Context: an optimization exercise on an open-source flow, tuned for small area and few clock cycles. The choices shown serve that exercise and are no tape-out recipe.
Function was checked by simulation only, so behaviour that the tests miss may differ from the original.
The clock port is modelled as an ideal driver; clocking choices that lean on that would not hold on a real chip.

oak:
==> flow/design.v (excerpt) <==
module dr1363_encoder (
    input  wire        clk,
    input  wire        rst,         
    input  wire        cmd_valid,
    output wire        cmd_ready,
    input  wire [7:0]  cmd_addr,
    input  wire [7:0]  cmd_cid1,
    input  wire [7:0]  cmd_cid2,
    input  wire [11:0] cmd_len,
    input  wire        info_valid,
    output wire        info_ready,
    input  wire [7:0]  info_data,
    output wire        out_valid,
    input  wire        out_ready,
    output reg  [7:0]  out_data,
    output wire        out_last,
    output reg         res_valid,
    output wire [7:0]  res_code,
    output wire [7:0]  res_info
);
==> flow/config.mk <==
export PLATFORM = sky130hd
export DESIGN_NAME = dr1363_encoder
export DESIGN_NICKNAME = dr1363_encoder
export VERILOG_FILES = /design/flow/design.v
export SDC_FILE = /design/flow/constraint.sdc
export NUM_CORES = 4
export LEC_CHECK = 0
export CAP_MARGIN = 20
export CORE_MARGIN = 2
export CORE_UTILIZATION = 40
export PLACE_DENSITY = 0.6
export SLEW_MARGIN = 20
==> flow/constraint.sdc <==
create_clock -name core_clock -period 8.0 [get_ports {clk}]
set_input_delay 1.6000 -clock core_clock [delete_from_list [all_inputs] [get_ports {clk}]]
set_output_delay 1.6000 -clock core_clock [all_outputs]
set_load 0.01 [all_outputs]
standard.sh (not shown) runs the stock make flow with config.mk's settings and CLKGATE_MAP_FILE= SYNTH_SCRIPT=/design/flow/synth_recipe.tcl, a recipe that flattens the netlist after the stock synthesis.
==> flow/flow/run.sh <==
#!/bin/bash
# Standard synthesis, then the gates between the flip-flops re-mapped for area
# (flip-flops untouched); the standard layout with small port buffers, except
# that the clock tree is built by flow/cts.tcl (root buffer + four leaf
# buffers). Each tool's output goes to a log file here.
set -euo pipefail
W=$(pwd)
R=$W/orfs/results/$FLOW_PLATFORM/dr1363_encoder/base
LIB=$FLOW_HOME/platforms/$FLOW_PLATFORM/lib/sky130_fd_sc_hd__tt_025C_1v80.lib
YOSYS=$(dirname "$FLOW_HOME")/tools/install/yosys/bin/yosys
OPENROAD=$(dirname "$FLOW_HOME")/tools/install/OpenROAD/bin/openroad
[ -x "$OPENROAD" ] || OPENROAD=$(command -v openroad)
VARS=("BUFFER_PORTS_ARGS=-buffer_cell sky130_fd_sc_hd__buf_1")

bash standard.sh "$R/1_2_yosys.v" > "$W/flow_synth.log" 2>&1
cp "$R/1_2_yosys.v" "$W/1_2_yosys_standard.v"

# flip-flop cells of the standard netlist
KEEP=$(grep -oE 'sky130_fd_sc_hd__[a-z0-9]*df[a-z0-9]*_[0-9]+' "$W/1_2_yosys_standard.v" | sort -u | tr '\n' ' ')
RS_LIB=$LIB RS_TOP=$FLOW_TOP RS_IN="$W/1_2_yosys_standard.v" RS_OUT="$W/1_2_yosys_resynth.v" \
RS_KEEP="$KEEP" RS_DONTUSE="$(tr '\n' ' ' < "$W/flow/dont_use.txt")" \
RS_SCRIPT="+strash;&get,-n;&deepsyn,-T,180,-S,1;&dch,-f;&nf,-R,1000;&put;topo;dnsize" \
  "$YOSYS" -c "$W/flow/resynth.tcl" > "$W/flow_resynth.log" 2>&1
cp "$W/1_2_yosys_resynth.v" "$R/1_2_yosys.v"
touch "$R/1_2_yosys.v"

bash standard.sh "$R/3_place.odb" "$R/3_place.sdc" "${VARS[@]}" > "$W/flow_place.log" 2>&1

RES=$R "$OPENROAD" -no_init -exit "$W/flow/cts.tcl" > "$W/flow_cts.log" 2>&1

bash standard.sh finish "${VARS[@]}" > "$W/flow_make.log" 2>&1
==> flow/flow/resynth.tcl <==
# Re-map the combinational logic of the standard synthesis netlist for area.
# The flip-flops are kept as they are (same instances, names and cells); only
# the gates between them are re-mapped by ABC.
set lib $::env(RS_LIB)
yosys read_liberty -overwrite -setattr liberty_cell -ignore_miss_func $lib
yosys read_verilog -overwrite $::env(RS_IN)
yosys hierarchy -top $::env(RS_TOP)
foreach c $::env(RS_KEEP) { yosys blackbox $c }
yosys flatten
yosys opt_clean -purge
yosys opt -fast
set du {}
foreach c $::env(RS_DONTUSE) { lappend du -dont_use $c }
yosys abc -liberty $lib {*}$du -script $::env(RS_SCRIPT)
yosys opt_clean -purge
yosys hilomap -singleton -hicell sky130_fd_sc_hd__conb_1 HI -locell sky130_fd_sc_hd__conb_1 LO
yosys splitnets
yosys insbuf -buf sky130_fd_sc_hd__buf_4 A X
yosys opt_clean -purge
yosys stat -liberty $lib
yosys write_verilog -noattr -noexpr -nohex -nodec $::env(RS_OUT)
Other scripts of this flow, unchanged in this note and not shown: flow/flow/cts.tcl, flow/flow/dont_use.txt
oak | status: complete | timing, DRC, antenna: pass
Testbench counts of oak, summed over its fixed seeds: cycles 175,333.
#### Input delta (pine over oak)
Settings: CORE_UTILIZATION changed from 40 to 55.
diff --git a/flow/flow/run.sh b/flow/flow/run.sh
--- a/flow/flow/run.sh
+++ b/flow/flow/run.sh
@@ -11,5 +11,5 @@
 OPENROAD=$(dirname "$FLOW_HOME")/tools/install/OpenROAD/bin/openroad
 [ -x "$OPENROAD" ] || OPENROAD=$(command -v openroad)
-VARS=("BUFFER_PORTS_ARGS=-buffer_cell sky130_fd_sc_hd__buf_1")
+VARS=("BUFFER_PORTS_ARGS=-buffer_cell sky130_fd_sc_hd__buf_1" "SKIP_REPAIR_TIE_FANOUT=1" "GPL_TIMING_DRIVEN=0" "REMOVE_ABC_BUFFERS=1")
 
 bash standard.sh "$R/1_2_yosys.v" > "$W/flow_synth.log" 2>&1
@@ -20,5 +20,5 @@
 RS_LIB=$LIB RS_TOP=$FLOW_TOP RS_IN="$W/1_2_yosys_standard.v" RS_OUT="$W/1_2_yosys_resynth.v" \
 RS_KEEP="$KEEP" RS_DONTUSE="$(tr '\n' ' ' < "$W/flow/dont_use.txt")" \
-RS_SCRIPT="+strash;&get,-n;&deepsyn,-T,180,-S,1;&dch,-f;&nf,-R,1000;&put;topo;dnsize" \
+RS_SCRIPT="+strash;&get,-n;&deepsyn,-T,300,-S,1;&dch,-f;&nf,-R,1000;&put;topo;dnsize" \
   "$YOSYS" -c "$W/flow/resynth.tcl" > "$W/flow_resynth.log" 2>&1
 cp "$W/1_2_yosys_resynth.v" "$R/1_2_yosys.v"
==> run summary <==
Share of the core filled with cells came out higher on pine than on oak. Launch point of the critical path = len[0]: oak; launch point of the critical path = len[8]: pine. Between oak and pine, share of the clock period used by the worst path is higher for pine, oak comes in under that. Going from oak to pine, setup slack after layout now sits lower; multi-input gate count dropped 1.2%; final area down 98 um^2.

-- afterwards: timing with drivers on the ports --
Ports are ideal in the flow. The routed layouts listed here were re-timed in OpenROAD. Step 1 sets driving cells, clkbuf_16 on the clock port and buf_2 on the other inputs (assumed; they add their load-dependent delay and slew). Step 2 adds t to the input delays and takes it off the output delays; t is the mean of the earliest and latest rising clock arrival at the registers after step 1. Input paths then give back, and output paths get back, about the clock's delay inside the block. a / b / c = ideal ports / drivers / drivers and shift; a / b = the first two.
run | t, ns | setup slack, ns | worst setup path at the end | worst slew at a driven data input, ns
oak | 0.409 | 1.698 / 1.698 / 1.698 | register to register | 0.03
pine | 0.392 | 0.647 / 0.647 / 0.647 | register to register | 0.04
After both steps every run listed still meets setup and hold.
